From an optimization exercise on the open Yosys and OpenROAD flow, aimed at small area; shortcuts taken in it are not production practice.
Where RTL was checked, it was by simulation tests only, not by an equivalence proof against the original.
For run 6, only the layout was checked, not whether the RTL still works.
The clock port is modelled as an ideal driver; clocking choices that lean on that would not hold on a real chip.
No activity file was given, so power comes from the tool's default toggle rates.

## flow/standard.sh

```bash
#!/bin/bash
# synth_recipe.tcl (not shown) runs the flow's synth.tcl, then flattens the netlist and writes it again
# the make line also repeats each setting of config.mk as NAME=value (left out here)
make -C /OpenROAD-flow-scripts/flow DESIGN_CONFIG=/design/flow/config.mk WORK_HOME=/design/flow/orfs CLKGATE_MAP_FILE= SYNTH_SCRIPT=/design/flow/synth_recipe.tcl "${@:-finish}"
```

## flow/flow/area.abc

```
strash
dc2
&get -n
&st
&dch -f
&nf -R 1000 -a -p
&put
```

## flow/design.v

```verilog
module pfrb (
    input  wire        clk,
    input  wire        rst,
    input  wire        in_valid,
    input  wire [7:0]  in_data,
    output wire        in_ready,
    input  wire        rx_fault,
    input  wire        cmd_valid,
    input  wire [8:0]  cmd,
    output reg         resp_valid,
    output reg  [46:0] resp
);
    localparam BW = 224;    
    localparam [1:0] PH_IDLE   = 2'b00;
    localparam [1:0] PH_HUNT   = 2'b10;
    localparam [1:0] PH_BODY   = 2'b11;
    localparam [1:0] PH_HALTED = 2'b01;
    reg [1:0]  phase;
    reg [4:0]  cnt;           
    reg [15:0] spd;           
    reg [15:0] prev_start;
    reg        ltf;           
    reg [207:0] sr;           
    reg [2:0]  wblk;          
    reg        rotc;
    reg [15:0] rpm_raw;
    reg        commit_q;      
    reg        rfull;         
    reg        rpm_ok;        
    reg [5:0]  snap_z;
    reg [BW*6-1:0] ring;
    reg [BW*6-1:0] snap;
    wire [2:0] op  = cmd[2:0];
    wire cmd_snap = cmd_valid && (op == 3'd1);
    wire [5:0] ring_z;
    genvar zb;
    generate
        for (zb = 0; zb < 6; zb = zb + 1) begin : g_rz
            assign ring_z[zb] = !rfull && (wblk <= zb);
        end
    endgenerate
    assign in_ready = phase[1];
    wire accept  = in_valid && in_ready && !rx_fault;
    wire in_body = phase[0];
    wire acc_body = accept && in_body;
    wire acc_hunt = accept && !in_body;
    wire commit  = acc_body && (cnt == 5'd31);
    reg [7:0] marker_byte;
    always @(*) begin
        case (cnt[1:0])
            2'd0:    marker_byte = 8'h55;
            2'd1:    marker_byte = 8'hAA;
            2'd2:    marker_byte = 8'h03;
            default: marker_byte = 8'h08;
        endcase
    end
    wire match  = (in_data == marker_byte);
    wire is55   = (in_data == 8'h55);
    wire [7:0] cmp_p = cnt[0] ? prev_start[15:8] : prev_start[7:0];
    wire       cmp_f = cnt[0] ? ltf : 1'b0;
    wire [8:0] cmp_d = {1'b0, in_data} - {1'b0, cmp_p} - {8'd0, cmp_f};
    wire       cmp_lt = cmp_d[8];
    always @(posedge clk) begin
        if (rst) begin
            phase   <= PH_IDLE;
            cnt     <= 5'd0;
            wblk    <= 3'd0;
            rotc    <= 1'b0;
            rfull   <= 1'b0;
            rpm_ok  <= 1'b0;
            snap_z  <= 6'h3f;
            commit_q <= 1'b0;
        end else begin
            commit_q <= commit;
            if (commit_q)
                rpm_ok <= 1'b1;
            if (cmd_valid && op == 3'd4 && phase == PH_IDLE)
                phase <= PH_HUNT;
            if (cmd_snap)
                snap_z <= ring_z;
            if (acc_hunt) begin
                if (match && cnt[1:0] == 2'd3) begin
                    phase <= PH_BODY;
                    cnt   <= 5'd0;
                end else if (match) begin
                    cnt   <= cnt + 5'd1;
                end else begin
                    cnt   <= {4'd0, is55};
                end
            end
            if (acc_body) begin
                cnt <= cnt + 5'd1;
            end
            if (commit) begin
                phase   <= PH_HUNT;
                wblk    <= (wblk == 3'd5) ? 3'd0 : wblk + 3'd1;
                if (wblk == 3'd5)
                    rfull <= 1'b1;
            end
            rotc <= (rotc && !cmd_snap) || (commit && ltf);
            if (rx_fault && phase != PH_HALTED)
                phase <= PH_HALTED;
        end
    end
    always @(posedge clk) begin
        if (acc_body && cnt[4:1] == 4'd1)
            ltf <= cmp_lt && !ring_z[0];
        if (acc_body && cnt == 5'd2) prev_start[7:0]  <= in_data;
        if (acc_body && cnt == 5'd3) prev_start[15:8] <= in_data;
        if (commit_q) rpm_raw <= spd;
        if (acc_body && cnt == 5'd0) spd[7:0]  <= in_data;
        if (acc_body && cnt == 5'd1) spd[15:8] <= in_data;
        if (acc_body && cnt >= 5'd4 && cnt <= 5'd29)
            sr <= {in_data, sr[207:8]};
    end
    genvar b;
    generate
        for (b = 0; b < 6; b = b + 1) begin : g_blk
            always @(posedge clk) begin
                if (commit && wblk == b)
                    ring[BW*b +: BW] <= {sr, prev_start};
                if (cmd_snap)
                    snap[BW*b +: BW] <= ring[BW*b +: BW];
            end
        end
    endgenerate
    reg [8:0] cmd_q;
    reg       rotc_q;
    always @(posedge clk) begin
        if (rst)
            resp_valid <= 1'b0;
        else
            resp_valid <= cmd_valid;
        cmd_q  <= cmd;
        rotc_q <= rotc;
    end
    wire [2:0] q_op  = cmd_q[2:0];
    wire [2:0] rb = cmd_q[8:6];
    wire [2:0] ri = cmd_q[5:3];
    wire [47:0] sel;
    wire [5:0]  bsel;
    genvar g, h;
    generate
        for (g = 0; g < 6; g = g + 1) begin : g_bsel
            assign bsel[g] = (rb == g);
            for (h = 0; h < 8; h = h + 1) begin : g_sel
                assign sel[g*8+h] = bsel[g] && (ri == h);
            end
        end
    endgenerate
    wire [2:0] in_rb = cmd[8:6];
    wire [2:0] in_ri = cmd[5:3];
    reg [31:0] raw;       
    integer kr;
    always @(*) begin
        raw = 32'd0;
        for (kr = 0; kr < 6; kr = kr + 1)
            raw = raw | ({32{in_rb == kr}} & {snap[BW*kr+208 +: 16], snap[BW*kr +: 16]});
    end
    wire [15:0] r_start = raw[15:0];
    wire [15:0] r_end   = raw[31:16];
    wire        wrap    = (r_end < r_start);
    wire [15:0] m0 = in_ri[0] ? r_end : r_start;
    wire [15:0] m1 = in_ri[1] ? r_end : r_start;
    wire [15:0] m2 = in_ri[2] ? r_end : r_start;
    wire [18:0] q  = {3'b0, r_start} + {3'b0, m0} + {2'b0, m1, 1'b0} + {1'b0, m2, 2'b0};
    reg  [20:0] c_wi;
    always @(*) begin
        case ({wrap, in_ri})
            4'b1001: c_wi = 21'd327680 - 21'd23040;
            4'b1010: c_wi = 21'd327680 - 21'd46080;
            4'b1011: c_wi = 21'd327680 - 21'd69120;
            4'b1100: c_wi = 21'd327680 - 21'd92160;
            4'b1101: c_wi = 21'd327680 - 21'd115200;
            4'b1110: c_wi = 21'd327680 - 21'd138240;
            4'b1111: c_wi = 21'd327680 - 21'd161280;
            default: c_wi = 21'd327680;
        endcase
    end
    reg [20:0] ang_q;
    always @(posedge clk)
        ang_q <= c_wi - {2'b0, q};
    reg [23:0] smp;       
    reg        blk_z;
    integer k;
    always @(*) begin
        smp   = 24'd0;
        blk_z = 1'b0;
        for (k = 0; k < 48; k = k + 1)
            smp = smp | ({24{sel[k]}} & snap[BW*(k/8) + 16 + 24*(k%8) +: 24]);
        for (k = 0; k < 6; k = k + 1) begin
            blk_z = blk_z | (bsel[k] & snap_z[k]);
        end
    end
    wire [44:0] sdata = {ang_q, smp[15:0], smp[23:16]};
    always @(*) begin
        case (q_op)
            3'd0: resp = {2'd0, 44'd0, rotc_q};
            3'd2: begin
                if (rb[2:1] == 2'b11)
                    resp = {2'd2, 45'd0};
                else if (blk_z)
                    resp = 47'd0;
                else
                    resp = {2'd0, sdata};
            end
            3'd3: resp = {2'd0, 29'd0, rpm_ok ? rpm_raw : 16'd0};
            3'd5, 3'd6, 3'd7: resp = {2'd1, 45'd0};
            default: resp = 47'd0;
        endcase
    end
endmodule
```

## flow/flow/run.sh

```bash
#!/bin/bash
# Own flow: the standard layout, with one change in synthesis: the
# combinational logic is mapped by ABC with an area-oriented script
# (flow/area.abc) instead of ORFS's abc_speed.script. Flip-flop mapping
# (dfflibmap) runs before ABC and is unchanged, so the registers, their
# names and cell types are those of the standard synthesis.
set -euo pipefail
here=$(pwd)
export MY_ABC_SCRIPT="$here/flow/area.abc"
{
  echo 'proc abc {args} {'
  echo '  set i [lsearch -exact $args -script]'
  echo '  if { $i >= 0 } { lset args [expr {$i + 1}] $::env(MY_ABC_SCRIPT) }'
  echo '  yosys abc {*}$args'
  echo '}'
  cat synth_recipe.tcl
} > my_synth.tcl
sed "s#SYNTH_SCRIPT=[^ ]*synth_recipe.tcl#SYNTH_SCRIPT=$here/my_synth.tcl#" standard.sh > my_standard.sh
grep -q "SYNTH_SCRIPT=$here/my_synth.tcl" my_standard.sh
bash my_standard.sh > flow_make.log 2>&1
```

## flow/constraint.sdc

```tcl
create_clock -name core_clock -period 10.0 [get_ports {clk}]
set_input_delay 2.0000 -clock core_clock [delete_from_list [all_inputs] [get_ports {clk}]]
set_output_delay 2.0000 -clock core_clock [all_outputs]
set_load 0.01 [all_outputs]
```

## flow/config.mk

```make
export PLATFORM = sky130hd
export DESIGN_NAME = pfrb
export DESIGN_NICKNAME = pfrb
export VERILOG_FILES = /design/flow/design.v
export SDC_FILE = /design/flow/constraint.sdc
export NUM_CORES = 8
export LEC_CHECK = 0
export CAP_MARGIN = 20
export CORE_MARGIN = 2
export CORE_UTILIZATION = 70
export CTS_BUF_LIST = sky130_fd_sc_hd__clkbuf_8
export CTS_CLUSTER_DIAMETER = 30
export CTS_CLUSTER_SIZE = 16
export PLACE_DENSITY = 0.8
export SLEW_MARGIN = 20
```

==> impl_results.rst, run 1 <==
.. list-table::
   :header-rows: 1

   * - Metric
     - Value
   * - Setup Crit Path Kind
     - reg -> out
   * - Die X-Extent
     - 381 um
   * - Later-pin clock latency in the skew report
     - 1.12 ns
   * - Delay of the slowest critical-path stage
     - 0.75 ns
   * - Combined global-route utilization of all metal layers
     - 36.5%
   * - Start point of the critical path
     - cmd_q[5]
   * - Top achievable clock speed
     - 123 MHz
   * - Vias in the first global route
     - 50300
   * - Top cell by count, worst path
     - sky130_fd_sc_hd__a221oi_1
   * - Primary FF master, synth
     - sky130_fd_sc_hd__edfxtp_1
   * - Total of warnings raised by yosys
     - 1
   * - Final-report hold violation count
     - 0
   * - Synthesized area divided by synthesized cell count
     - 23.1 um2
   * - Cell-by-cell listing of the critical path
     - nand3b_1 > nor2_4 > buf_4 > a221oi_1 > nand4_1 > a211oi_1 > nand2_1 > a221oi_1 > buf_2 > o21ai_0 > clkdlybuf4s50_1
   * - Filler cell count in the final layout
     - 5934
   * - Die Y
     - 381 um
   * - Least-Margin Pin Slew
     - 1.27 ns
   * - Routed Wire Length
     - 263000 um
   * - TritonCTS Buffers
     - 441
   * - Total standard cell area after synthesis
     - 0.0995 mm2
   * - Clock net sink count
     - 2997
   * - Cell taking the most area after synthesis
     - sky130_fd_sc_hd__edfxtp_1
   * - Number of top-level design ports
     - 71
   * - DPL Wire Length
     - 135000 um
   * - Setup slack after placement
     - 1.28 ns
   * - Layout cells sized above 1
     - 17.6%
   * - Register area share after synthesis
     - 89.9%
   * - Critical path arrival
     - 6.12 ns
   * - First-iteration detailed-routing DRC count
     - 11500
   * - Total congestion overflow
     - 0
   * - Maximum net fanout on the critical path
     - 17
   * - Top delay family on crit path
     - simple AND/OR/NAND/NOR gates
   * - WP buf/inv
     - 3
   * - Routed vias/inst
     - 7.14
   * - Commonest cells in the synthesized netlist
     - sky130_fd_sc_hd__edfxtp_1, sky130_fd_sc_hd__a222oi_1, sky130_fd_sc_hd__nand2_1
   * - Worst min-delay path class
     - reg -> reg
   * - Dominant cells by area after synthesis
     - sky130_fd_sc_hd__edfxtp_1, sky130_fd_sc_hd__a222oi_1, sky130_fd_sc_hd__dfxtp_1, sky130_fd_sc_hd__ha_1, sky130_fd_sc_hd__fa_1
   * - Required time at the worst-slack endpoint
     - 8.00 ns
   * - CTS Buffer Depth
     - 4
   * - Hold buffer count at CTS
     - 0
   * - Number of cells produced by synthesis
     - 4299
   * - Global-route met2 utilization
     - 55.2%
   * - Worst clock skew on the final layout
     - 0.0853 ns
   * - Worst supply voltage drop on vdd
     - 172 uV
   * - Final design area excluding fillers
     - 0.114 mm2
   * - Weighted congestion at the end of routability-driven global placement
     - 0.867
   * - Total of flip-flops plus latches after synthesis
     - 2997
   * - Setup Fix Bufs, Post-CTS
     - 0
   * - Number of I/O port buffers
     - 70
   * - Yosys top cell area share
     - 88.9%
   * - Count of endpoints failing setup in the final report
     - 0
   * - Endpoint class of the critical path
     - output port
   * - Post-layout nets
     - 5057
   * - Total nets after synthesis
     - 4426
   * - Final min period
     - 8.12 ns
   * - Layer with the highest usage after global routing
     - met2
   * - Outcome
     - timing/DRC/antenna clean
   * - Routed via count
     - 51300
   * - PD cells
     - 225 mW/mm2
   * - Critical-path cell with the highest stage delay
     - sky130_fd_sc_hd__nor2_4
   * - Met3 GRT Util
     - 11.1%
   * - First-pass GRT wire length
     - 366000 um
   * - Clock-pin transition on the worst setup and hold timing paths
     - 0.08 ns
   * - Clock Tree Root
     - sky130_fd_sc_hd__clkbuf_8
   * - Effective utilization at floorplan
     - 70.5%
   * - Instance area after placement
     - 0.104 mm2
   * - H-tree Lvls
     - 5
   * - Detailed-route DRC error count
     - 0
   * - CTS-repair resized insts
     - 0
   * - Count of standard-cell rows
     - 138
   * - Area growth from synthesis to final layout
     - 14.5%
   * - PnR Total Power
     - 25600 uW
   * - DRT antenna net count
     - 0
   * - Instance count after placement with tap cells included
     - 6376
   * - GR Layer Usage met1
     - 48.2%
   * - Count leader, synth
     - sky130_fd_sc_hd__edfxtp_1
   * - Async set or reset register ratio after synthesis
     - 0%
   * - Number of optimization iterations in the first detailed-route pass
     - 8
   * - Finished Layout Cells
     - 7185
   * - Floorplan Core Area
     - 0.141 mm2
   * - Average wire per standard cell
     - 36.6 um
   * - Final Core Density
     - 80.7%
   * - Normalized max-slew margin
     - 15.1%
   * - Max Transition Viols Final
     - 0
   * - Count of flip-flops with a built-in enable after synthesis
     - 2945
   * - CTS tree
     - done
   * - Standby leakage power
     - 0.0359 uW
   * - Sort of element at the start of the critical path
     - register
   * - Startpoint of the most critical register-to-register path
     - snap[1121]
   * - Largest net degree at the start of global routing
     - 190
   * - Antenna violations before repair
     - 11
   * - Area of the die
     - 0.145 mm2
   * - Minimum setup slack in the final design
     - 1.88 ns
   * - Library cells used by synthesis
     - 47
   * - Maximum Capacitance Violations
     - 0
   * - Unrepaired setup endpoints after global routing
     - false
   * - Start point of the worst min-delay path
     - ring[805]
   * - Part of the cycle the worst path needs
     - 81.2%
-- flip-flops by register name, summed over array words and instances, names as in the netlist --
register and flops:
ring 1344, snap 1344, sr 208, ang_q 21
prev_start 16, rpm_raw 16, spd 16, cmd_q 9
snap_z 6, cnt 5, wblk 3, phase 2
commit_q 1, ltf 1, resp_valid 1, rfull 1
rotc 1, rotc_q 1, rpm_ok 1
-- metrics by stage --
step	setup TNS [ns]	hold slack, ns
after floorplan	-1335.27	0.331
after global placement	0	0.340
after detailed placement	0	0.359
after CTS	0	0.343
after global routing	0	0.358
final	0	0.355
-- worst register-to-register path: cells and delay by family, from the launching register on --
kind            cells  cell delay [ns]
compound gates     15             2.20
buf+inv             3             0.23
simple gates        6             1.07
fa+ha+maj           5             1.92
flops               1             0.39
-- power breakdown --
group          switching, uW  leakage, uW  internal [uW]  total [uW]
combinational            551      0.00401            370         921
clock                   5280      0.00490           5730       11000
sequential              19.0       0.0270          13700       13700
-- logic make-up (layout without fill, tap and decap cells) --
logic type / count (synthesis) / in the layout / share of synthesized area (%)
flops: 2997 / 2997 / 89.9
mux: 8 / 8 / 0.0880
fa+ha+maj: 105 / 105 / 1.61
xor+xnor: 21 / 21 / 0.185
buf+inv: 70 / 1062 / 0.264
other cells: 0 / 4 / 0
simple gates: 441 / 441 / 2.29
compound gates: 657 / 657 / 5.65
-- final cells by class --
cell class	instances	area [um2]	area share, %
tap	1890	2360	2.07
sequential	2997	89500	78.5
antenna	4	10.0	0.00878
clock buffer	449	6180	5.42
multi-input combinational	1232	10200	8.98
inverter	70	289	0.254
timing repair buffer	188	1710	1.50
clock inverter	355	3720	3.26
-- per-layer routing --
layer | up-vias | wire (um)
li1 | 19800 | -
met3 | 1025 | 41700
met5 | - | 50
met1 | 25000 | 83000
met4 | 8 | 17200
met2 | 5507 | 121000
-- cell usage in the layout (no fill, tap or decap), drive strengths merged, types with 44 or more instances in the layout --
cell           count
inv              103
clkdlybuf4s50     69
a22oi             94
bufinv            49
o21ai             60
edfxtp          2945
clkbuf           449
nand4             87
a22o              44
clkinvlp          75
dfxtp             52
a222oi           336
nor2              92
clkinv           198
buf              119
nand2            109
ha                67
-- final timing paths --
| path | end | slack (ns) | cells after the start |
|---|---|---|---|
| worst max register to register | ang_q[20] | 4.12 | 29 |
| worst max-delay path | resp[3] | 1.88 | 11 |
| worst min register to register | snap[805] | 0.35 | 0 |
| worst min-delay path | snap[805] | 0.35 | 0 |
==> run 2, diff against run 1 <==
--- a/flow/config.mk
+++ b/flow/config.mk
@@ -11,4 +11,4 @@
 export CTS_BUF_LIST = sky130_fd_sc_hd__clkbuf_8
-export CTS_CLUSTER_DIAMETER = 30
-export CTS_CLUSTER_SIZE = 16
+export CTS_CLUSTER_DIAMETER = 40
+export CTS_CLUSTER_SIZE = 14
 export PLACE_DENSITY = 0.8
==> run 2 against run 1 <==
  * Routed wire length decreased by 6.8%
  * Via count decreased by 5.3%
  * Clock skew decreased by 0.033 ns
  * Largest power group unchanged
  * Sequential cell count unchanged
  * Core utilization decreased by 3.1 points
  * Maximum frequency increased by 2.6%
  * Sequential power about the same
  * Clock power decreased by 33%
  * Synthesized cell count unchanged
  * Sequential share of layout area increased by 3.1 points
==> impl_results.rst, run 2 <==
.. list-table::
   :header-rows: 1

   * - Metric
     - Value
   * - Outcome
     - timing/DRC/antenna clean
   * - Floorplan Core Area
     - 0.141 mm2
   * - Total congestion overflow
     - 0
   * - Hold buffer count at CTS
     - 0
   * - Routed via count
     - 48600
   * - Total standard cell area after synthesis
     - 0.0995 mm2
   * - Synthesized area divided by synthesized cell count
     - 23.1 um2
   * - Die Y
     - 381 um
   * - First-iteration detailed-routing DRC count
     - 10700
   * - Filler cell count in the final layout
     - 6697
   * - Multi-input gate area
     - 0.0102 mm2
   * - Routed vias/inst
     - 7.12
   * - Worst clock skew on the final layout
     - 0.0523 ns
   * - Async set or reset register ratio after synthesis
     - 0%
   * - Total nets after synthesis
     - 4426
   * - Layout cells sized above 1
     - 11.5%
   * - Yosys top cell area share
     - 88.9%
   * - Count of endpoints failing setup in the final report
     - 0
   * - Number of optimization iterations in the first detailed-route pass
     - 10
   * - Worst supply voltage drop on vdd
     - 171 uV
   * - Vias in the first global route
     - 47300
   * - Instance area after placement
     - 0.104 mm2
   * - Cell taking the most area after synthesis
     - sky130_fd_sc_hd__edfxtp_1
   * - Detailed-route DRC error count
     - 0
   * - Total of warnings raised by yosys
     - 1
   * - Standby leakage power
     - 0.0339 uW
   * - CTS tree
     - done
   * - Routed Wire Length
     - 245000 um
   * - Critical path arrival
     - 5.92 ns
   * - Maximum Capacitance Violations
     - 0
   * - Max Transition Viols Final
     - 0
   * - Total of flip-flops plus latches after synthesis
     - 2997
   * - Required time at the worst-slack endpoint
     - 8.00 ns
   * - Final worst hold slack
     - 0.372 ns
   * - Maximum net fanout on the critical path
     - 16
   * - Primary FF master, synth
     - sky130_fd_sc_hd__edfxtp_1
   * - Average wire per standard cell
     - 35.9 um
   * - Antenna violations before repair
     - 8
   * - Library cells used by synthesis
     - 47
   * - Setup Crit Path Kind
     - reg -> out
   * - CTS-repair resized insts
     - 0
   * - Hold Path Stages
     - 0
   * - Post-layout nets
     - 4912
   * - Instance count after placement with tap cells included
     - 6376
   * - Area growth from synthesis to final layout
     - 10.1%
   * - Top achievable clock speed
     - 126 MHz
   * - Die X-Extent
     - 381 um
   * - Weighted congestion at the end of routability-driven global placement
     - 0.867
   * - Unrepaired setup endpoints after global routing
     - false
   * - Final-report hold violation count
     - 0
   * - Global-route met2 utilization
     - 52.0%
   * - Top library cells by usage in the layout, fill and taps aside
     - sky130_fd_sc_hd__edfxtp_1, sky130_fd_sc_hd__a222oi_1, sky130_fd_sc_hd__clkbuf_8, sky130_fd_sc_hd__nand2_1, sky130_fd_sc_hd__buf_4
   * - Number of I/O port buffers
     - 70
   * - Effective utilization at floorplan
     - 70.5%
   * - Count of flip-flops with a built-in enable after synthesis
     - 2945
   * - DPL Wire Length
     - 135000 um
   * - First-pass GRT wire length
     - 342000 um
   * - Register-to-Register Path Depth
     - 29
   * - Combined global-route utilization of all metal layers
     - 34.1%
   * - PD cells
     - 201 mW/mm2
   * - GR Layer Usage met1
     - 46.5%
   * - Sort of element at the start of the critical path
     - register
   * - Setup Fix Bufs, Post-CTS
     - 0
   * - TritonCTS Buffers
     - 297
   * - Layer with the highest usage after global routing
     - met2
   * - Area of the die
     - 0.145 mm2
   * - Endpoint class of the critical path
     - output port
   * - Least-Margin Pin Slew
     - 1.19 ns
   * - Number of top-level design ports
     - 71
   * - DRT antenna net count
     - 0
   * - Commonest cells in the synthesized netlist
     - sky130_fd_sc_hd__edfxtp_1, sky130_fd_sc_hd__a222oi_1, sky130_fd_sc_hd__nand2_1
   * - Normalized max-slew margin
     - 20.7%
   * - Final min period
     - 7.92 ns
   * - Clock Tree Root
     - sky130_fd_sc_hd__clkbuf_8
   * - Number of cells produced by synthesis
     - 4299
   * - Later-pin clock latency in the skew report
     - 1.07 ns
   * - Met3 GRT Util
     - 9.36%
   * - Worst min-delay path class
     - reg -> reg
   * - Commonest non-fill, non-tap cell in the layout
     - sky130_fd_sc_hd__edfxtp_1
   * - Clock-pin transition on the worst setup and hold timing paths
     - 0.08 ns
   * - Finished Layout Cells
     - 6824
   * - Dominant cells by area after synthesis
     - sky130_fd_sc_hd__edfxtp_1, sky130_fd_sc_hd__a222oi_1, sky130_fd_sc_hd__dfxtp_1, sky130_fd_sc_hd__ha_1, sky130_fd_sc_hd__fa_1
   * - Register area share after synthesis
     - 89.9%
   * - Largest registers
     - ring: 1344 flops, snap: 1344 flops, sr: 208 flops
   * - Clock net sink count
     - 2997
   * - Final design area excluding fillers
     - 0.110 mm2
   * - Count of standard-cell rows
     - 138
   * - Count leader, synth
     - sky130_fd_sc_hd__edfxtp_1
   * - H-tree Lvls
     - 5
   * - Sequential Area
     - 0.0895 mm2
   * - Part of the cycle the worst path needs
     - 79.2%
   * - CTS Buffer Depth
     - 4
   * - Largest net degree at the start of global routing
     - 190
## run 2: kinds of logic (layout without fill, tap and decap cells)
family                   after synthesis  after routing  synth area share (%)
AND/OR/NAND/NOR                      441            441                  2.29
flip-flops                          2997           2997                  89.9
multiplexers                           8              8                0.0880
other                                  0             12                     0
XOR/XNOR                              21             21                 0.185
adder cells (fa/ha/maj)              105            105                  1.61
AO/OA/AOI/OAI                        657            657                  5.65
buffers and inverters                 70            693                 0.264
## run 2: power by group
part           internal [uW]  switching, uW  total, uW  leakage [uW]
combinational            369            544        913       0.00400
sequential             13700           18.5      13700        0.0270
clock                   3440           3960       7400       0.00290
## run 2: worst max-delay path: stages, from the launching register on
cell	delay (ns)
sky130_fd_sc_hd__dfxtp_1	0.52
sky130_fd_sc_hd__nand3b_1	0.86
sky130_fd_sc_hd__nor2_4	1.00
sky130_fd_sc_hd__buf_4	0.61
sky130_fd_sc_hd__a222oi_1	0.26
sky130_fd_sc_hd__nand4_1	0.15
sky130_fd_sc_hd__a211oi_1	0.06
sky130_fd_sc_hd__nand2_1	0.13
sky130_fd_sc_hd__a221oi_1	0.06
sky130_fd_sc_hd__o21ai_0	0.53
sky130_fd_sc_hd__clkdlybuf4s50_1	0.65
## run 2: area by class of cell
class	instances	area share, %
Sequential cell	2997	81.6
Timing Repair Buffer	187	1.55
Clock buffer	306	3.84
Multi-Input combinational cell	1232	9.34
Tap cell	1890	2.16
Inverter	70	0.264
Antenna cell	12	0.0274
Clock inverter	130	1.19
## run 2: layer usage
| layer | vias to the layer above | share of wire, % |
|---|---|---|
| met5 | - | 0.045 |
| met4 | 6 | 5.3 |
| met3 | 774 | 15 |
| met2 | 4569 | 47 |
| met1 | 24000 | 33 |
| li1 | 19300 | - |
## run 2: metrics by stage
stage	util, %	setup WS (ns)	total power [uW]	setup TNS (ns)
after floorplan	-	-2.12	14600	-1335.27
after global placement	73.7	1.44	14900	0
after detailed placement	73.7	1.28	14900	0
after CTS	77.6	2.10	22000	0
after global routing	77.6	1.75	22600	0
final	77.6	2.08	22000	0
## run 2: final timing paths
kind | from | end | slack [ns]
worst min register to register | rotc | rotc_q | 0.37
worst min-delay path | rotc | rotc_q | 0.37
worst max-delay path | cmd_q[7] | resp[11] | 2.08
worst max register to register | snap[1121] | ang_q[20] | 4.18
==> run 3, diff against run 2 <==
==> flow/flow/run.sh (replaced) <==
#!/bin/bash
# Own flow: the standard layout (standard.sh, all steps to finish) with
# these changes:
#  - synthesis: the combinational logic is mapped by ABC with an
#    area-oriented script (flow/area.abc) instead of ORFS's
#    abc_speed.script. Flip-flop mapping (dfflibmap) runs before ABC and is
#    unchanged, so the registers, their names and cell types are those of
#    the standard synthesis.
#  - CTS: the same clock_tree_synthesis call as ORFS makes from the
#    CTS_* settings, plus -dont_use_dummy_load.
#  - after global route (flow/clkfix.tcl): clock buffers whose flip-flop
#    clock pins would see a slew above 115 ps are upsized to clkbuf_16.
# Each step's full output is in orfs/logs/...; make's output in flow_make.log.
set -euo pipefail
here=$(pwd)
export MY_ABC_SCRIPT="$here/flow/area.abc"
{
  echo 'proc abc {args} {'
  echo '  set i [lsearch -exact $args -script]'
  echo '  if { $i >= 0 } { lset args [expr {$i + 1}] $::env(MY_ABC_SCRIPT) }'
  echo '  yosys abc {*}$args'
  echo '}'
  cat synth_recipe.tcl
} > my_synth.tcl
sed "s#SYNTH_SCRIPT=[^ ]*synth_recipe.tcl#SYNTH_SCRIPT=$here/my_synth.tcl#" standard.sh > my_standard.sh
grep -q "SYNTH_SCRIPT=$here/my_synth.tcl" my_standard.sh
CTS_SIZE=$(sed -n 's/^export CTS_CLUSTER_SIZE = //p' config.mk)
CTS_DIAM=$(sed -n 's/^export CTS_CLUSTER_DIAMETER = //p' config.mk)
CTS_BUFS=$(sed -n 's/^export CTS_BUF_LIST = //p' config.mk)
bash my_standard.sh \
  "CTS_ARGS=-sink_clustering_enable -repair_clock_nets -sink_clustering_size $CTS_SIZE -sink_clustering_max_diameter $CTS_DIAM -buf_list $CTS_BUFS -dont_use_dummy_load" \
  "POST_GLOBAL_ROUTE_TCL=$here/flow/clkfix.tcl" \
  finish > flow_make.log 2>&1
==> flow/flow/clkfix.tcl (new file) <==
proc clkfix_worst_slews {} {
  set worst [dict create]
  foreach pin [get_pins -hierarchical */CLK] {
    set w 0
    foreach e {rise fall} {
      set s [get_property $pin slew_max_$e]
      if {$s > $w} { set w $s }
    }
    set net [get_nets -of_objects $pin]
    foreach d [get_pins -of_objects $net -filter "direction==output"] {
      set inst [get_full_name [get_cells -of_objects $d]]
      if {![dict exists $worst $inst] || [dict get $worst $inst] < $w} { dict set worst $inst $w }
    }
  }
  return $worst
}
set clkfix_limit [expr {[info exists ::env(CLKFIX_LIMIT)] ? $::env(CLKFIX_LIMIT) : 0.115}]
estimate_parasitics -global_routing
set clkfix_list {}
dict for {inst w} [clkfix_worst_slews] {
  set master [get_property [get_cells $inst] ref_name]
  if {$w > $clkfix_limit && [string match sky130_fd_sc_hd__clkbuf_* $master] && $master ne "sky130_fd_sc_hd__clkbuf_16"} {
    lappend clkfix_list $inst
    puts "clkfix: $inst ($master) worst sink slew [format %.1f [expr {$w * 1000}]] ps"
  }
}
if {[llength $clkfix_list]} {
  global_route -start_incremental
  foreach inst $clkfix_list { replace_cell $inst sky130_fd_sc_hd__clkbuf_16 }
  detailed_placement
  global_route -end_incremental
  estimate_parasitics -global_routing
  dict for {inst w} [clkfix_worst_slews] {
    if {$w > $clkfix_limit} { puts "clkfix: still $inst [format %.1f [expr {$w * 1000}]] ps" }
  }
  write_guides $::env(RESULTS_DIR)/route.guide
}
puts "clkfix: upsized [llength $clkfix_list] clock buffers"
--- a/flow/config.mk
+++ b/flow/config.mk
@@ -9,7 +9,7 @@
 export CORE_MARGIN = 2
-export CORE_UTILIZATION = 70
+export CORE_UTILIZATION = 60
 export CTS_BUF_LIST = sky130_fd_sc_hd__clkbuf_8
-export CTS_CLUSTER_DIAMETER = 40
-export CTS_CLUSTER_SIZE = 14
-export PLACE_DENSITY = 0.8
+export CTS_CLUSTER_DIAMETER = 50
+export CTS_CLUSTER_SIZE = 16
+export PLACE_DENSITY = 0.7
 export SLEW_MARGIN = 20
==> run 3 against run 2 <==
  * Maximum frequency fell by 3.3%
  * Die area rose by 16%
  * Register-to-register slack got worse by 0.05 ns
  * Non-clock buffer count fell by 4
  * Global-route usage fell by 5.3 points
  * Setup slack got worse by 0.27 ns
  * Synthesized area did not move
  * Synthesized cell count did not move
  * Cell count rose by 1.0%
  * Power fell by 9.0%
  * Core utilization fell by 12 points
  * Sequential share of layout area rose by 1.6 points
  * Critical endpoint is now resp[3]
  * Largest power group unchanged
==> impl_results.rst, run 3 <==
.. list-table::
   :header-rows: 1

   * - Metric
     - Value
   * - Area growth from synthesis to final layout
     - 8.02%
   * - Routed via count
     - 46400
   * - Number of optimization iterations in the first detailed-route pass
     - 10
   * - Commonest cells in the synthesized netlist
     - sky130_fd_sc_hd__edfxtp_1, sky130_fd_sc_hd__a222oi_1, sky130_fd_sc_hd__nand2_1
   * - Die X-Extent
     - 411 um
   * - Total standard cell area after synthesis
     - 0.0995 mm2
   * - Sequential Power Share
     - 68.3%
   * - Routed Wire Length
     - 242000 um
   * - Worst clock skew on the final layout
     - 0.0662 ns
   * - DRT antenna net count
     - 0
   * - Async set or reset register ratio after synthesis
     - 0%
   * - Sort of element at the start of the critical path
     - register
   * - Setup Fix Bufs, Post-CTS
     - 0
   * - Die Y
     - 411 um
   * - Count of endpoints failing setup in the final report
     - 0
   * - Clock Power Share
     - 27.0%
   * - Worst supply voltage drop on vdd
     - 170 uV
   * - PD cells
     - 186 mW/mm2
   * - Top library cells by usage in the layout, fill and taps aside
     - sky130_fd_sc_hd__edfxtp_1, sky130_fd_sc_hd__a222oi_1, sky130_fd_sc_hd__clkbuf_8, sky130_fd_sc_hd__nand2_1, sky130_fd_sc_hd__buf_4
   * - Yosys top cell area share
     - 88.9%
   * - Delay of the slowest critical-path stage
     - 1.18 ns
   * - Worst min-delay path class
     - reg -> reg
   * - Dominant cells by area after synthesis
     - sky130_fd_sc_hd__edfxtp_1, sky130_fd_sc_hd__a222oi_1, sky130_fd_sc_hd__dfxtp_1, sky130_fd_sc_hd__ha_1, sky130_fd_sc_hd__fa_1
   * - Critical-path cell with the highest stage delay
     - sky130_fd_sc_hd__nor2_4
   * - Cell-by-cell listing of the critical path
     - nand3b_1 > nor2_4 > buf_4 > a222oi_1 > nand4_1 > a211oi_1 > nand2_1 > a221oi_1 > o21ai_0 > clkdlybuf4s50_1
   * - Area of the die
     - 0.169 mm2
   * - Later-pin clock latency in the skew report
     - 0.99 ns
   * - Total congestion overflow
     - 0
   * - Primary FF master, synth
     - sky130_fd_sc_hd__edfxtp_1
   * - Routed vias/inst
     - 6.74
   * - Cell internal pwr
     - 16000 uW
   * - Net load switching power
     - 4050 uW
   * - Hold buffer count at CTS
     - 0
   * - Post-layout nets
     - 4829
   * - CTS-repair resized insts
     - 0
   * - Part of the cycle the worst path needs
     - 81.9%
   * - Least-Margin Pin Slew
     - 1.14 ns
   * - Instance area after placement
     - 0.104 mm2
   * - Maximum Capacitance Violations
     - 0
   * - Count of flip-flops with a built-in enable after synthesis
     - 2945
   * - Clock net sink count
     - 2997
   * - Setup Crit Path Kind
     - reg -> out
   * - Normalized max-slew margin
     - 23.9%
   * - Library cells used by synthesis
     - 47
   * - Combined global-route utilization of all metal layers
     - 28.8%
   * - Final-report hold violation count
     - 0
   * - Detailed-route DRC error count
     - 0
   * - Outcome
     - timing/DRC/antenna clean
   * - Cell taking the most area after synthesis
     - sky130_fd_sc_hd__edfxtp_1
   * - Number of top-level design ports
     - 71
   * - Clock-pin transition on the worst setup and hold timing paths
     - 0.09 ns
   * - Effective utilization at floorplan
     - 60.4%
   * - Total Negative Setup Slacks
     - 0 ns
   * - Floorplan Core Area
     - 0.165 mm2
   * - Number of cells produced by synthesis
     - 4299
   * - Register area share after synthesis
     - 89.9%
   * - Average wire per standard cell
     - 35.2 um
   * - Count leader, synth
     - sky130_fd_sc_hd__edfxtp_1
   * - Endpoint class of the critical path
     - output port
   * - Setup slack after placement
     - 1.29 ns
   * - Standby leakage power
     - 0.0326 uW
   * - Max Transition Viols Final
     - 0
   * - Power share of the combinational group
     - 4.6%
   * - First-iteration detailed-routing DRC count
     - 9613
   * - Synthesized area divided by synthesized cell count
     - 23.1 um2
   * - First-pass GRT wire length
     - 336000 um
   * - Largest net degree at the start of global routing
     - 185
   * - Final design area excluding fillers
     - 0.107 mm2
   * - Top achievable clock speed
     - 122 MHz
   * - Total nets after synthesis
     - 4426
   * - Required time at the worst-slack endpoint
     - 8.00 ns
   * - Antenna violations before repair
     - 10
   * - Vias in the first global route
     - 44400
   * - Proportion of total power due to net switching
     - 20.2%
   * - TritonCTS Buffers
     - 218
   * - Total of warnings raised by yosys
     - 1
   * - Number of I/O port buffers
     - 70
   * - Maximum net fanout on the critical path
     - 14
   * - Total of flip-flops plus latches after synthesis
     - 2997
   * - Count of standard-cell rows
     - 149
   * - Commonest non-fill, non-tap cell in the layout
     - sky130_fd_sc_hd__edfxtp_1
   * - Weighted congestion at the end of routability-driven global placement
     - 0.853
   * - DPL Wire Length
     - 135000 um
   * - Layout cells sized above 1
     - 8.38%
   * - Largest registers
     - ring: 1344 flops, snap: 1344 flops, sr: 208 flops
   * - Final min period
     - 8.19 ns
   * - Critical path arrival
     - 6.19 ns
   * - CTS tree
     - done
   * - Minimum setup slack in the final design
     - 1.81 ns
==> run 3: power groups by stage <==
| stage | logic, uW | clock network [uW] | registers (uW) |
|---|---|---|---|
| after floorplan | 650 | 0 | 14000 |
| final | 929 | 5410 | 13700 |
| after global placement | 915 | 0 | 14000 |
| after detailed placement | 934 | 0 | 14000 |
| after CTS | 939 | 5490 | 13700 |
==> run 3: worst paths after layout <==
| path | from | to | slack (ns) | cells past startpoint |
|---|---|---|---|---|
| hold reg to reg | spd[2] | rpm_raw[2] | 0.38 | 0 |
| setup reg to reg | snap[225] | ang_q[19] | 4.13 | 24 |
| hold / removal | spd[2] | rpm_raw[2] | 0.38 | 0 |
| setup / recovery | cmd_q[8] | resp[3] | 1.81 | 10 |
==> run 3: kinds of logic (layout without fill, tap and decap cells) <==
family	count (synthesis)	count (layout)	synth area share [%]
AOI/OAI and AO/OA	657	657	5.65
xor gates and xnor gates	21	21	0.185
adders and majority gates	105	105	1.61
buffers and inverters	70	471	0.264
DFF	2997	2997	89.9
muxes	8	8	0.0880
other	0	3	0
and+or+nand+nor	441	441	2.29
==> run 3: critical path, delay by kind of cell (launching register included) <==
family	cells	cell delay, ns
and+or+nand+nor	4	2.27
buffers and inverters	2	1.18
AOI/OAI and AO/OA	4	1.16
DFF	1	0.55
==> run 3: routing by layer <==
| layer | vias to the layer above | track usage [%] | wire length (um) |
|---|---|---|---|
| li1 | 18900 | - | - |
| met1 | 23700 | 42.1 | 90700 |
| met2 | 3394 | 43.9 | 112000 |
| met3 | 479 | 6.03 | 30500 |
| met4 | 6 | 10.3 | 8820 |
| met5 | - | 0 | 41 |
==> run 3: final cells by class <==
cell class	instances	area [um2]
Fill cell	10400	57300
Inverter	70	289
Sequential cell	2997	89500
Timing Repair Buffer	183	1750
Clock buffer	218	3000
Multi-Input combinational cell	1232	10200
Tap cell	2189	2740
Antenna cell	3	7.51
==> run 3: through the flow <==
step                power, uW  utilization [%]  instances  hold slack, ns
floorplan               14600                -       4299           0.331
global placement        14900             63.4       6669           0.341
detailed placement      14900             63.4       6671           0.361
CTS                     20100             65.2       6889           0.377
finish                  20000             65.2       6892           0.378
==> run 4, diff against run 3 <==
--- a/flow/config.mk
+++ b/flow/config.mk
@@ -9,3 +9,3 @@
 export CORE_MARGIN = 2
-export CORE_UTILIZATION = 60
+export CORE_UTILIZATION = 70
 export CTS_BUF_LIST = sky130_fd_sc_hd__clkbuf_8
@@ -13,3 +13,3 @@
 export CTS_CLUSTER_SIZE = 16
-export PLACE_DENSITY = 0.7
+export PLACE_DENSITY = 0.8
 export SLEW_MARGIN = 20
==> run 4 against run 3 <==
  * Maximum frequency increased by 5.0%
  * Via count is 2.5% higher
  * Routed wire length shrank 0.67%
  * Largest power group unchanged
  * Synthesized area unchanged
  * Clock power fell by 1%
  * Combinational power shrank 2%
  * Largest cell class unchanged
  * Die area shrank 14%
  * Global-route usage grew 4.6 points
  * Clock-buffer cell count down 2
  * Register-to-register slack about the same
  * Setup slack improved by 0.39 ns
  * Non-clock buffer count up 5
==> impl_results.rst, run 4 <==
.. list-table::
   :header-rows: 1

   * - Metric
     - Value
   * - Maximum net fanout on the critical path
     - 14
   * - Synthesized area divided by synthesized cell count
     - 23.1 um2
   * - Worst supply voltage drop on vdd
     - 172 uV
   * - DPL Wire Length
     - 135000 um
   * - Combined global-route utilization of all metal layers
     - 33.4%
   * - Number of top-level design ports
     - 71
   * - First-iteration detailed-routing DRC count
     - 10600
   * - Antenna violations before repair
     - 15
   * - Average wire per standard cell
     - 36.4 um
   * - Required time at the worst-slack endpoint
     - 8.00 ns
   * - Effective utilization at floorplan
     - 70.5%
   * - Total nets after synthesis
     - 4426
   * - Top library cells by usage in the layout, fill and taps aside
     - sky130_fd_sc_hd__edfxtp_1, sky130_fd_sc_hd__a222oi_1, sky130_fd_sc_hd__clkbuf_8, sky130_fd_sc_hd__nand2_1, sky130_fd_sc_hd__buf_4
   * - CTS tree
     - done
   * - Part of the cycle the worst path needs
     - 78.0%
   * - Count of standard-cell rows
     - 138
   * - Hold buffer count at CTS
     - 0
   * - Outcome
     - timing/DRC/antenna clean
   * - Count of flip-flops with a built-in enable after synthesis
     - 2945
   * - Final-report hold violation count
     - 0
   * - Area growth from synthesis to final layout
     - 7.61%
   * - Final Core Density
     - 75.8%
   * - Detailed-route DRC error count
     - 0
   * - Async set or reset register ratio after synthesis
     - 0%
   * - Final min period
     - 7.80 ns
   * - Total of flip-flops plus latches after synthesis
     - 2997
   * - Largest net degree at the start of global routing
     - 190
   * - Worst clock skew on the final layout
     - 0.0846 ns
   * - Die X-Extent
     - 381 um
   * - Instance count after placement with tap cells included
     - 6376
   * - Later-pin clock latency in the skew report
     - 1.02 ns
   * - Normalized max-slew margin
     - 26.2%
   * - CTS-repair resized insts
     - 0
   * - Register area share after synthesis
     - 89.9%
   * - Library cells used by synthesis
     - 47
   * - Count leader, synth
     - sky130_fd_sc_hd__edfxtp_1
   * - Number of cells produced by synthesis
     - 4299
   * - Floorplan Core Area
     - 0.141 mm2
   * - Total congestion overflow
     - 0
   * - Die Y
     - 381 um
   * - Setup Crit Path Kind
     - reg -> out
   * - Commonest non-fill, non-tap cell in the layout
     - sky130_fd_sc_hd__edfxtp_1
   * - First-pass GRT wire length
     - 335000 um
   * - PD cells
     - 186 mW/mm2
   * - Dominant cells by area after synthesis
     - sky130_fd_sc_hd__edfxtp_1, sky130_fd_sc_hd__a222oi_1, sky130_fd_sc_hd__dfxtp_1, sky130_fd_sc_hd__ha_1, sky130_fd_sc_hd__fa_1
   * - Number of optimization iterations in the first detailed-route pass
     - 10
   * - Least-Margin Pin Slew
     - 1.10 ns
   * - Max Transition Viols Final
     - 0
   * - Final design area excluding fillers
     - 0.107 mm2
   * - Standby leakage power
     - 0.0326 uW
   * - Instance area after placement
     - 0.104 mm2
   * - Setup Fix Bufs, Post-CTS
     - 0
   * - Finished Layout Cells
     - 6602
   * - Area of the die
     - 0.145 mm2
   * - Maximum Capacitance Violations
     - 0
   * - Number of I/O port buffers
     - 70
   * - Routed via count
     - 47600
   * - TritonCTS Buffers
     - 216
   * - Post-layout nets
     - 4832
   * - Weighted congestion at the end of routability-driven global placement
     - 0.867
   * - Commonest cells in the synthesized netlist
     - sky130_fd_sc_hd__edfxtp_1, sky130_fd_sc_hd__a222oi_1, sky130_fd_sc_hd__nand2_1
   * - Worst min-delay path class
     - reg -> reg
   * - Count of endpoints failing setup in the final report
     - 0
   * - Routed Wire Length
     - 241000 um
   * - Largest registers
     - ring: 1344 flops, snap: 1344 flops, sr: 208 flops
   * - Cell taking the most area after synthesis
     - sky130_fd_sc_hd__edfxtp_1
   * - Clock-pin transition on the worst setup and hold timing paths
     - 0.10 ns
   * - Yosys top cell area share
     - 88.9%
   * - Primary FF master, synth
     - sky130_fd_sc_hd__edfxtp_1
   * - Sort of element at the start of the critical path
     - register
   * - Total of warnings raised by yosys
     - 1
   * - Top achievable clock speed
     - 128 MHz
   * - Routed vias/inst
     - 7.21
   * - DRT antenna net count
     - 0
   * - Endpoint class of the critical path
     - output port
   * - Clock net sink count
     - 2997
   * - Critical path arrival
     - 5.80 ns
   * - Total standard cell area after synthesis
     - 0.0995 mm2
   * - Layout cells sized above 1
     - 8.42%
   * - Vias in the first global route
     - 46000
[run 4: cell counts after synthesis]
Identical to the previous run, type by type.
[run 4: cell type report]
type / instances / area (um2)
clock buffer: 216 / 2980
fill: 7045 / 34200
multi-input combinational: 1232 / 10200
tap: 1890 / 2360
inverter: 70 / 289
sequential: 2997 / 89500
antenna: 9 / 22.5
timing repair buffer: 188 / 1710
[run 4: worst paths after layout]
kind,slack (ns),cells after the start,start,to
worst max-delay path,2.20,11,cmd_q[5],resp[3]
worst min-delay path,0.36,0,ring[132],snap[132]
worst max register to register,4.13,29,snap[1121],ang_q[20]
worst min register to register,0.36,0,ring[132],snap[132]
[run 4: per-stage QoR]
step                      setup TNS [ns]  total power, uW  setup WS [ns]  hold WS (ns)
after floorplan                 -1335.27            14600          -2.12         0.331
after global placement                 0            14900           1.44         0.340
after detailed placement               0            14900           1.28         0.359
after CTS                              0            20000           2.21         0.361
final                                  0            19900           2.20         0.356
[run 4: critical path: stages (launching register included)]
cell and delay [ns]:
sky130_fd_sc_hd__dfxtp_1 0.66, sky130_fd_sc_hd__nand3b_1 0.62, sky130_fd_sc_hd__nor2_4 1.02, sky130_fd_sc_hd__buf_4 0.48, sky130_fd_sc_hd__a222oi_1 0.19, sky130_fd_sc_hd__nand4_1 0.16
sky130_fd_sc_hd__nor2_1 0.06, sky130_fd_sc_hd__nand2_1 0.06, sky130_fd_sc_hd__a221oi_1 0.05, sky130_fd_sc_hd__buf_2 0.25, sky130_fd_sc_hd__o21ai_0 0.56, sky130_fd_sc_hd__clkdlybuf4s50_1 0.66
[run 4: kinds of logic after synthesis]
kind of cell / share of synthesized area, %
AOI/OAI and AO/OA: 5.65
xor gates and xnor gates: 0.185
and+or+nand+nor: 2.29
buffers and inverters: 0.264
DFF: 89.9
muxes: 0.0880
adders and majority gates: 1.61
[run 4: metal layers]
metal  part of all wire, %  track usage [%]  up-vias
met4                   5.0             15.4        4
met2                    47             51.5     4376
met5                 0.011                0        -
met3                    15             8.20      696
li1                      -                -    18900
met1                    33             46.2    23600
[run 4: power by group]
part	internal [uW]	switching [uW]
sequential	13700	18.3
combinational	369	543
clock	1930	3410
==> run 5, diff against run 4 <==
--- a/flow/flow/run.sh
+++ b/flow/flow/run.sh
@@ -32,2 +32,3 @@
   "POST_GLOBAL_ROUTE_TCL=$here/flow/clkfix.tcl" \
+  RECOVER_POWER=100 \
   finish > flow_make.log 2>&1
--- a/flow/config.mk
+++ b/flow/config.mk
@@ -7,3 +7,3 @@
 export LEC_CHECK = 0
-export CAP_MARGIN = 20
+export CAP_MARGIN = 10
 export CORE_MARGIN = 2
@@ -14,2 +14,2 @@
 export PLACE_DENSITY = 0.8
-export SLEW_MARGIN = 20
+export SLEW_MARGIN = 10
==> run 5 against run 4 <==
  * Now fails the layout checks on capacitance limit, slew limit
  * Register-to-register slack worse by 2.1 ns
  * Clock-buffer cell count down 2
  * Clock skew up 0.020 ns
  * Sequential cell count unchanged
  * Synthesized cell count unchanged
  * Global-route usage about the same
  * Sequential power about the same
  * Synthesized area unchanged
  * Critical path type unchanged
  * Largest power group unchanged
==> impl_results.rst, run 5 <==
.. list-table::
   :header-rows: 1

   * - Metric
     - Value
   * - Antenna violations before repair
     - 10
   * - Total of flip-flops plus latches after synthesis
     - 2997
   * - Layout cells sized above 1
     - 7.70%
   * - Post-layout nets
     - 4828
   * - Number of optimization iterations in the first detailed-route pass
     - 9
   * - Worst clock skew on the final layout
     - 0.104 ns
   * - Die Y
     - 381 um
   * - Sequential Area
     - 0.0895 mm2
   * - First-pass GRT wire length
     - 335000 um
   * - Library cells used by synthesis
     - 47
   * - Number of I/O port buffers
     - 70
   * - Start point of the worst min-delay path
     - rotc
   * - Worst min-delay path class
     - reg -> reg
   * - Least-Margin Pin Slew
     - 4.68 ns
   * - Count of flip-flops with a built-in enable after synthesis
     - 2945
   * - Start point of the critical path
     - cmd_q[7]
   * - Setup slack on the worst flop-to-flop path
     - 2.03 ns
   * - Delay of the slowest critical-path stage
     - 2.14 ns
   * - Commonest non-fill, non-tap cell in the layout
     - sky130_fd_sc_hd__edfxtp_1
   * - Normalized max-slew margin
     - -212%
   * - Critical path arrival
     - 7.08 ns
   * - Count of standard-cell rows
     - 138
   * - Minimum setup slack in the final design
     - 0.924 ns
   * - Setup slack after placement
     - 1.22 ns
   * - Average wire per standard cell
     - 36.5 um
   * - DRT antenna net count
     - 0
   * - Largest registers
     - ring: 1344 flops, snap: 1344 flops, sr: 208 flops
   * - Routed vias/inst
     - 7.23
   * - Count leader, synth
     - sky130_fd_sc_hd__edfxtp_1
   * - Number of cells produced by synthesis
     - 4299
   * - Commonest cells in the synthesized netlist
     - sky130_fd_sc_hd__edfxtp_1, sky130_fd_sc_hd__a222oi_1, sky130_fd_sc_hd__nand2_1
   * - DPL Wire Length
     - 135000 um
   * - Startpoint of the most critical register-to-register path
     - cnt[0]
   * - Final-report hold violation count
     - 0
   * - Max Transition Viols Final
     - 2881
   * - Endpoint of the worst hold path
     - rotc_q
   * - Cell taking the most area after synthesis
     - sky130_fd_sc_hd__edfxtp_1
   * - Layout check failures
     - capacitance limit, slew limit
   * - Endpoint class of the critical path
     - output port
   * - WP buf/inv
     - 2
   * - Routed via count
     - 47700
   * - Maximum Capacitance Violations
     - 38
   * - Primary FF master, synth
     - sky130_fd_sc_hd__edfxtp_1
   * - Dominant cells by area after synthesis
     - sky130_fd_sc_hd__edfxtp_1, sky130_fd_sc_hd__a222oi_1, sky130_fd_sc_hd__dfxtp_1, sky130_fd_sc_hd__ha_1, sky130_fd_sc_hd__fa_1
   * - Total nets after synthesis
     - 4426
   * - Maximum net fanout on the critical path
     - 16
   * - Synthesized area divided by synthesized cell count
     - 23.1 um2
   * - Final Core Density
     - 75.6%
   * - Multi-input gate area
     - 0.0102 mm2
   * - Cell-by-cell listing of the critical path
     - nand3b_1 > nor2_1 > buf_4 > a222oi_1 > nand4_1 > a211oi_1 > nand2_1 > a221oi_1 > o21ai_0 > dlygate4sd3_1
   * - Routed Wire Length
     - 241000 um
   * - Setup Fix Bufs, Post-CTS
     - 0
   * - Sort of element at the start of the critical path
     - register
   * - Area of the die
     - 0.145 mm2
   * - Effective utilization at floorplan
     - 70.5%
   * - Part of the cycle the worst path needs
     - 90.8%
   * - Register-to-Register Path Depth
     - 7
   * - Number of top-level design ports
     - 71
   * - Standby leakage power
     - 0.0326 uW
   * - Largest net degree at the start of global routing
     - 190
   * - TritonCTS Buffers
     - 214
   * - Total standard cell area after synthesis
     - 0.0995 mm2
   * - Floorplan Core Area
     - 0.141 mm2
   * - Hold Path Stages
     - 0
   * - Setup Crit Path Kind
     - reg -> out
   * - Top achievable clock speed
     - 110 MHz
   * - Async set or reset register ratio after synthesis
     - 0%
   * - Combined global-route utilization of all metal layers
     - 33.4%
   * - Count of endpoints failing setup in the final report
     - 0
   * - Filler cell count in the final layout
     - 7098
   * - Later-pin clock latency in the skew report
     - 1.02 ns
   * - Top library cells by usage in the layout, fill and taps aside
     - sky130_fd_sc_hd__edfxtp_1, sky130_fd_sc_hd__a222oi_1, sky130_fd_sc_hd__clkbuf_8, sky130_fd_sc_hd__nand2_1, sky130_fd_sc_hd__a22oi_1
   * - Worst supply voltage drop on vdd
     - 150 uV
   * - Hold buffer count at CTS
     - 0
   * - Reg-to-reg endpoint
     - ring[91]
   * - First-iteration detailed-routing DRC count
     - 10600
   * - Weighted congestion at the end of routability-driven global placement
     - 0.867
   * - PD cells
     - 187 mW/mm2
   * - Outcome
     - failed layout checks
   * - Detailed-route DRC error count
     - 0
   * - Final design area excluding fillers
     - 0.107 mm2
   * - Total of warnings raised by yosys
     - 1
   * - Clock-pin transition on the worst setup and hold timing paths
     - 0.10 ns
   * - Critical-path cell with the highest stage delay
     - sky130_fd_sc_hd__nor2_1
   * - Die X-Extent
     - 381 um
   * - CTS-repair resized insts
     - 0
   * - CTS tree
     - done
   * - Area growth from synthesis to final layout
     - 7.25%
   * - Total congestion overflow
     - 0
   * - Register area share after synthesis
     - 89.9%
   * - Instance area after placement
     - 0.104 mm2
   * - Required time at the worst-slack endpoint
     - 8.00 ns
   * - Clock net sink count
     - 2997
   * - Top delay family on crit path
     - simple AND/OR/NAND/NOR gates
   * - Vias in the first global route
     - 46100
   * - Final min period
     - 9.08 ns
   * - Yosys top cell area share
     - 88.9%
-- run 5: cell counts after synthesis --
Identical to the previous run, type by type.
-- run 5: cells by family after synthesis --
group	count (synthesis)	share of synthesized area, %
compound gates	657	5.65
xor+xnor	21	0.185
buf+inv	70	0.264
flops	2997	89.9
simple gates	441	2.29
fa+ha+maj	105	1.61
mux	8	0.0880
-- run 5: how the worst max path moves through the flow --
stage	to	slack (ns)	cells past startpoint
final	resp[11]	0.92	10
after CTS	resp[3]	1.75	10
after detailed placement	ang_q[20]	1.22	32
after global placement	ang_q[19]	1.44	27
after floorplan	ring[1000]	-2.12	5
-- run 5: area by class of cell --
cell class	count	share of cell area, %
Inverter	70	0.271
Timing Repair Buffer	186	1.36
Tap cell	1890	2.22
Clock buffer	214	2.76
Sequential cell	2997	83.8
Multi-Input combinational cell	1232	9.54
Antenna cell	8	0.0188
-- run 5: worst register-to-register path: stages, from the launching register on --
cell	delay, ns
sky130_fd_sc_hd__dfxtp_1	0.86
sky130_fd_sc_hd__ha_1	0.36
sky130_fd_sc_hd__and3_1	0.18
sky130_fd_sc_hd__ha_1	0.21
sky130_fd_sc_hd__nand2_1	0.24
sky130_fd_sc_hd__nor4_4	0.20
sky130_fd_sc_hd__clkbuf_1	2.20
sky130_fd_sc_hd__buf_2	3.08
-- run 5: layer usage --
layer	vias up	wire, um	GRT usage, %
met5	-	45	0
met4	8	12100	15.4
met3	690	36700	8.07
met2	4438	112000	51.2
met1	23600	79600	46.7
li1	18900	-	-
-- run 5: stage by stage --
| step | instances | power, uW | hold slack, ns | setup TNS, ns |
|---|---|---|---|---|
| after CTS | 6589 | 20000 | 0.356 | 0 |
| after global placement | 6375 | 14900 | 0.340 | 0 |
| after floorplan | 4299 | 14600 | 0.331 | -1335.27 |
| final | 6597 | 19900 | 0.354 | 0 |
| after detailed placement | 6375 | 14900 | 0.358 | 0 |
-- run 5: where the power goes --
group          internal, uW  switching [uW]
registers             13700            17.9
clock network          1900            3420
logic                   363             545
==> run 6, diff against run 5 <==
--- a/flow/design.v
+++ b/flow/design.v
@@ -30,3 +30,7 @@
     reg [5:0]  snap_z;
-    reg [BW*6-1:0] ring;
+    reg [2:0]  ph;            
+    reg        wpend;         
+    reg [5:0]  pc;            
+    reg        cn;            
+    reg [BW*6-1:0] ring;      
     reg [BW*6-1:0] snap;
@@ -62,2 +66,47 @@
     wire       cmp_lt = cmp_d[8];
+    reg [2:0] sport;
+    always @(*) begin
+        case (ph)
+            3'd0:    sport = 3'd5;
+            3'd1:    sport = 3'd4;
+            3'd2:    sport = 3'd3;
+            3'd3:    sport = 3'd2;
+            3'd4:    sport = 3'd1;
+            default: sport = 3'd0;
+        endcase
+    end
+    wire [2:0] wtgt = (wblk == 3'd0) ? 3'd5 : wblk - 3'd1;
+    wire wr_now  = (commit && sport == wblk) || (wpend && sport == wtgt);
+    wire new_blk = wpend && cn;                        
+    wire cp_now  = cmd_snap ? !(wpend && sport == wtgt)
+                            : pc[sport] && !(new_blk && sport == wtgt);
+    wire [BW-1:0] nblk  = {sr, prev_start};           
+    wire [BW-1:0] r_out = ring[BW*5 +: BW];
+    wire [BW-1:0] s_out = snap[BW*5 +: BW];
+    always @(posedge clk) begin
+        ring <= {ring[0 +: BW*5], wr_now ? nblk : r_out};
+        snap <= {snap[0 +: BW*5], cp_now ? r_out : s_out};
+    end
+    always @(posedge clk) begin
+        if (rst) begin
+            ph    <= 3'd0;
+            wpend <= 1'b0;
+            pc    <= 6'd0;
+            cn    <= 1'b0;
+        end else begin
+            ph <= (ph == 3'd5) ? 3'd0 : ph + 3'd1;
+            if (commit && sport != wblk)
+                wpend <= 1'b1;
+            else if (wpend && sport == wtgt)
+                wpend <= 1'b0;
+            if (cmd_snap)
+                pc <= 6'h3f;
+            if (cp_now)
+                pc[sport] <= 1'b0;
+            if (wpend && sport == wtgt)
+                cn <= 1'b0;
+            else if (cmd_snap)
+                cn <= wpend;
+        end
+    end
     always @(posedge clk) begin
@@ -115,39 +164,17 @@
     end
-    genvar b;
-    generate
-        for (b = 0; b < 6; b = b + 1) begin : g_blk
-            always @(posedge clk) begin
-                if (commit && wblk == b)
-                    ring[BW*b +: BW] <= {sr, prev_start};
-                if (cmd_snap)
-                    snap[BW*b +: BW] <= ring[BW*b +: BW];
-            end
-        end
-    endgenerate
-    reg [8:0] cmd_q;
-    reg       rotc_q;
-    always @(posedge clk) begin
-        if (rst)
-            resp_valid <= 1'b0;
-        else
-            resp_valid <= cmd_valid;
-        cmd_q  <= cmd;
-        rotc_q <= rotc;
-    end
-    wire [2:0] q_op  = cmd_q[2:0];
-    wire [2:0] rb = cmd_q[8:6];
-    wire [2:0] ri = cmd_q[5:3];
-    wire [47:0] sel;
-    wire [5:0]  bsel;
-    genvar g, h;
-    generate
-        for (g = 0; g < 6; g = g + 1) begin : g_bsel
-            assign bsel[g] = (rb == g);
-            for (h = 0; h < 8; h = h + 1) begin : g_sel
-                assign sel[g*8+h] = bsel[g] && (ri == h);
-            end
-        end
-    endgenerate
+    function [2:0] posof;
+        input [2:0] b;
+        input [2:0] p;
+        reg   [3:0] s;
+        begin
+            s = {1'b0, b} + {1'b0, p};
+            posof = (s >= 4'd6) ? s[2:0] - 3'd6 : s[2:0];
+        end
+    endfunction
     wire [2:0] in_rb = cmd[8:6];
     wire [2:0] in_ri = cmd[5:3];
+    wire [2:0] in_pos = posof(in_rb, ph);
+    wire       in_new  = new_blk && (in_rb == wtgt);
+    wire       in_ring = pc[in_rb] && !in_new;
+    wire       in_snap = !pc[in_rb];
     reg [31:0] raw;       
@@ -155,5 +182,7 @@
     always @(*) begin
-        raw = 32'd0;
+        raw = {32{in_new}} & {nblk[BW-1 -: 16], nblk[15:0]};
         for (kr = 0; kr < 6; kr = kr + 1)
-            raw = raw | ({32{in_rb == kr}} & {snap[BW*kr+208 +: 16], snap[BW*kr +: 16]});
+            raw = raw
+                | ({32{in_snap && in_pos == kr}} & {snap[BW*kr+208 +: 16], snap[BW*kr +: 16]})
+                | ({32{in_ring && in_pos == kr}} & {ring[BW*kr+208 +: 16], ring[BW*kr +: 16]});
     end
@@ -182,14 +211,45 @@
         ang_q <= c_wi - {2'b0, q};
+    reg [8:0] cmd_q;
+    reg       rotc_q;
+    always @(posedge clk) begin
+        if (rst)
+            resp_valid <= 1'b0;
+        else
+            resp_valid <= cmd_valid;
+        cmd_q  <= cmd;
+        rotc_q <= rotc;
+    end
+    wire [2:0] q_op  = cmd_q[2:0];
+    wire [2:0] rb    = cmd_q[8:6];
+    wire [2:0] ri    = cmd_q[5:3];
+    wire [2:0] q_pos = posof(rb, ph);
+    wire       q_new  = new_blk && (rb == wtgt);
+    wire       q_ring = pc[rb] && !q_new;
+    wire       q_snap = !pc[rb];
+    wire [47:0] ssel, rsel;
+    wire [7:0]  nsel;
+    genvar g, h;
+    generate
+        for (h = 0; h < 8; h = h + 1) begin : g_nsel
+            assign nsel[h] = q_new && (ri == h);
+        end
+        for (g = 0; g < 6; g = g + 1) begin : g_psel
+            for (h = 0; h < 8; h = h + 1) begin : g_sel
+                assign ssel[g*8+h] = q_snap && (q_pos == g) && (ri == h);
+                assign rsel[g*8+h] = q_ring && (q_pos == g) && (ri == h);
+            end
+        end
+    endgenerate
     reg [23:0] smp;       
-    reg        blk_z;
     integer k;
     always @(*) begin
-        smp   = 24'd0;
-        blk_z = 1'b0;
+        smp = 24'd0;
+        for (k = 0; k < 8; k = k + 1)
+            smp = smp | ({24{nsel[k]}} & nblk[16 + 24*k +: 24]);
         for (k = 0; k < 48; k = k + 1)
-            smp = smp | ({24{sel[k]}} & snap[BW*(k/8) + 16 + 24*(k%8) +: 24]);
-        for (k = 0; k < 6; k = k + 1) begin
-            blk_z = blk_z | (bsel[k] & snap_z[k]);
-        end
-    end
+            smp = smp
+                | ({24{ssel[k]}} & snap[BW*(k/8) + 16 + 24*(k%8) +: 24])
+                | ({24{rsel[k]}} & ring[BW*(k/8) + 16 + 24*(k%8) +: 24]);
+    end
+    wire blk_z = snap_z[rb];
     wire [44:0] sdata = {ang_q, smp[15:0], smp[23:16]};
--- a/flow/flow/run.sh
+++ b/flow/flow/run.sh
@@ -32,3 +32,2 @@
   "POST_GLOBAL_ROUTE_TCL=$here/flow/clkfix.tcl" \
-  RECOVER_POWER=100 \
   finish > flow_make.log 2>&1
--- a/flow/config.mk
+++ b/flow/config.mk
@@ -7,3 +7,3 @@
 export LEC_CHECK = 0
-export CAP_MARGIN = 10
+export CAP_MARGIN = 20
 export CORE_MARGIN = 2
@@ -14,2 +14,2 @@
 export PLACE_DENSITY = 0.8
-export SLEW_MARGIN = 10
+export SLEW_MARGIN = 20
==> run 6 against run 5 <==
  * Now clean on timing, DRC and antenna
  * Sequential power is 7% lower
  * Maximum frequency is 8.0% lower
  * Cell count is 24% higher
  * Power is 2.6% lower
  * Final area is 11% lower
  * Routed wire length is 41% higher
  * Core utilization is 2.3 points higher
  * Sequential share of layout area is 18 points lower
  * Largest cell class unchanged
  * Global-route usage is 19 points higher
  * Clock power is 3% higher
  * Critical path type unchanged
  * Largest power group unchanged
==> impl_results.rst, run 6 <==
.. list-table::
   :header-rows: 1

   * - Metric
     - Value
   * - Part of the cycle the worst path needs
     - 98.7%
   * - CTS-repair resized insts
     - 0
   * - PnR Total Power
     - 19400 uW
   * - Maximum Capacitance Violations
     - 0
   * - Count of standard-cell rows
     - 128
   * - Normalized max-slew margin
     - 8.90%
   * - Vias in the first global route
     - 60400
   * - Worst clock skew on the final layout
     - 0.0840 ns
   * - Top achievable clock speed
     - 101 MHz
   * - Total of warnings raised by yosys
     - 1
   * - Routed Wire Length
     - 340000 um
   * - Final design area excluding fillers
     - 0.0950 mm2
   * - Setup Crit Path Kind
     - reg -> out
   * - Count leader, synth
     - sky130_fd_sc_hd__dfxtp_1
   * - Standby leakage power
     - 0.0361 uW
   * - Commonest cells in the synthesized netlist
     - sky130_fd_sc_hd__dfxtp_1, sky130_fd_sc_hd__a222oi_1, sky130_fd_sc_hd__mux2_1
   * - Sequential Power Share
     - 65.5%
   * - Average wire per standard cell
     - 41.7 um
   * - Hold buffer count at CTS
     - 0
   * - Clock-pin transition on the worst setup and hold timing paths
     - 0.10 ns
   * - Endpoint class of the critical path
     - output port
   * - Combined global-route utilization of all metal layers
     - 52.8%
   * - Number of optimization iterations in the first detailed-route pass
     - 17
   * - Post-layout nets
     - 6640
   * - Floorplan Core Area
     - 0.122 mm2
   * - Total nets after synthesis
     - 6090
   * - Async set or reset register ratio after synthesis
     - 0%
   * - Net load switching power
     - 4600 uW
   * - Die Y
     - 355 um
   * - Register area share after synthesis
     - 72.9%
   * - Total of flip-flops plus latches after synthesis
     - 3008
   * - Final min period
     - 9.87 ns
   * - Number of cells produced by synthesis
     - 5949
   * - Clock net sink count
     - 3008
   * - DPL Wire Length
     - 219000 um
   * - Worst min-delay path class
     - reg -> reg
   * - Die X-Extent
     - 355 um
   * - Area growth from synthesis to final layout
     - 10.3%
   * - Instance area after placement
     - 0.0920 mm2
   * - Total congestion overflow
     - 0
   * - Routed via count
     - 63900
   * - Outcome
     - timing/DRC/antenna clean
   * - Multi-input gate area
     - 0.0240 mm2
   * - Max Transition Viols Final
     - 0
   * - DRT antenna net count
     - 0
   * - Sequential Area
     - 0.0628 mm2
   * - Setup Fix Bufs, Post-CTS
     - 0
   * - Least-Margin Pin Slew
     - 1.36 ns
   * - Clock Power Share
     - 28.3%
[run 6: final timing paths]
check        startpoint         end  slack (ns)  cells after the start
max reg2reg     wblk[0]   ang_q[20]        1.87                     36
min reg2reg   ring[945]  ring[1169]        0.28                      0
max            cmd_q[6]     resp[6]        0.13                     16
min           ring[945]  ring[1169]        0.28                      0
[run 6: worst max-delay path, stage by stage (launching register included)]
cell and delay [ns]:
sky130_fd_sc_hd__dfxtp_1 0.43, sky130_fd_sc_hd__ha_1 0.27, sky130_fd_sc_hd__fa_1 0.37, sky130_fd_sc_hd__xor2_1 0.28, sky130_fd_sc_hd__a21oi_1 0.10, sky130_fd_sc_hd__a21oi_1 0.86, sky130_fd_sc_hd__nand3_1 0.95, sky130_fd_sc_hd__nor2_4 1.26
sky130_fd_sc_hd__buf_4 0.39, sky130_fd_sc_hd__a221oi_1 0.15, sky130_fd_sc_hd__nand4_1 0.19, sky130_fd_sc_hd__a221oi_1 0.06, sky130_fd_sc_hd__nand2_1 0.09, sky130_fd_sc_hd__a2111oi_0 0.07, sky130_fd_sc_hd__nand3_1 0.38, sky130_fd_sc_hd__a22o_1 0.40
sky130_fd_sc_hd__clkdlybuf4s50_1 0.61
[run 6: through the flow]
step	hold WS (ns)	worst slack, ns
6_report	0.284	0.134
4_1_cts	0.272	0.615
3_5_place_dp	0.335	0.0205
3_3_place_gp	0.332	0.128
2_1_floorplan	0.326	0.742
[run 6: power groups by stage]
stage	registers, uW	clock network [uW]	logic (uW)
2_1_floorplan	12800	0	651
3_3_place_gp	12900	0	1130
3_5_place_dp	13000	0	1160
4_1_cts	12700	5390	1160
6_report	12700	5500	1200
[run 6: logic make-up after synthesis]
family | synth area share [%]
compound gates | 12.8
flops | 72.9
xor+xnor | 0.335
fa+ha+maj | 2.08
simple gates | 5.31
buf+inv | 0.401
mux | 6.20
[run 6: per-layer routing]
metal	global-route usage, %	up-vias	wire length [um]
met5	0.0755	-	345
met4	39.5	34	32900
met3	25.5	2071	61600
met2	72.7	6883	135000
met1	64.1	30600	110000
li1	-	24300	-
[run 6: layout make-up]
| type | instances | share of cell area [%] |
|---|---|---|
| Timing Repair Buffer | 335 | 3.05 |
| Clock buffer | 213 | 3.08 |
| Inverter | 92 | 0.363 |
| Multi-Input combinational cell | 2849 | 25.2 |
| Sequential cell | 3008 | 66.1 |
| Tap cell | 1625 | 2.14 |
| Antenna cell | 29 | 0.0764 |

Check on run 6: ideal ports give 0.134 ns setup slack; a clkbuf_16 on the clock port and buf_2 on the inputs give 0.060 ns; moving port delays by the midpoint clock arrival (1.054 ns) as well gives -0.031 ns.
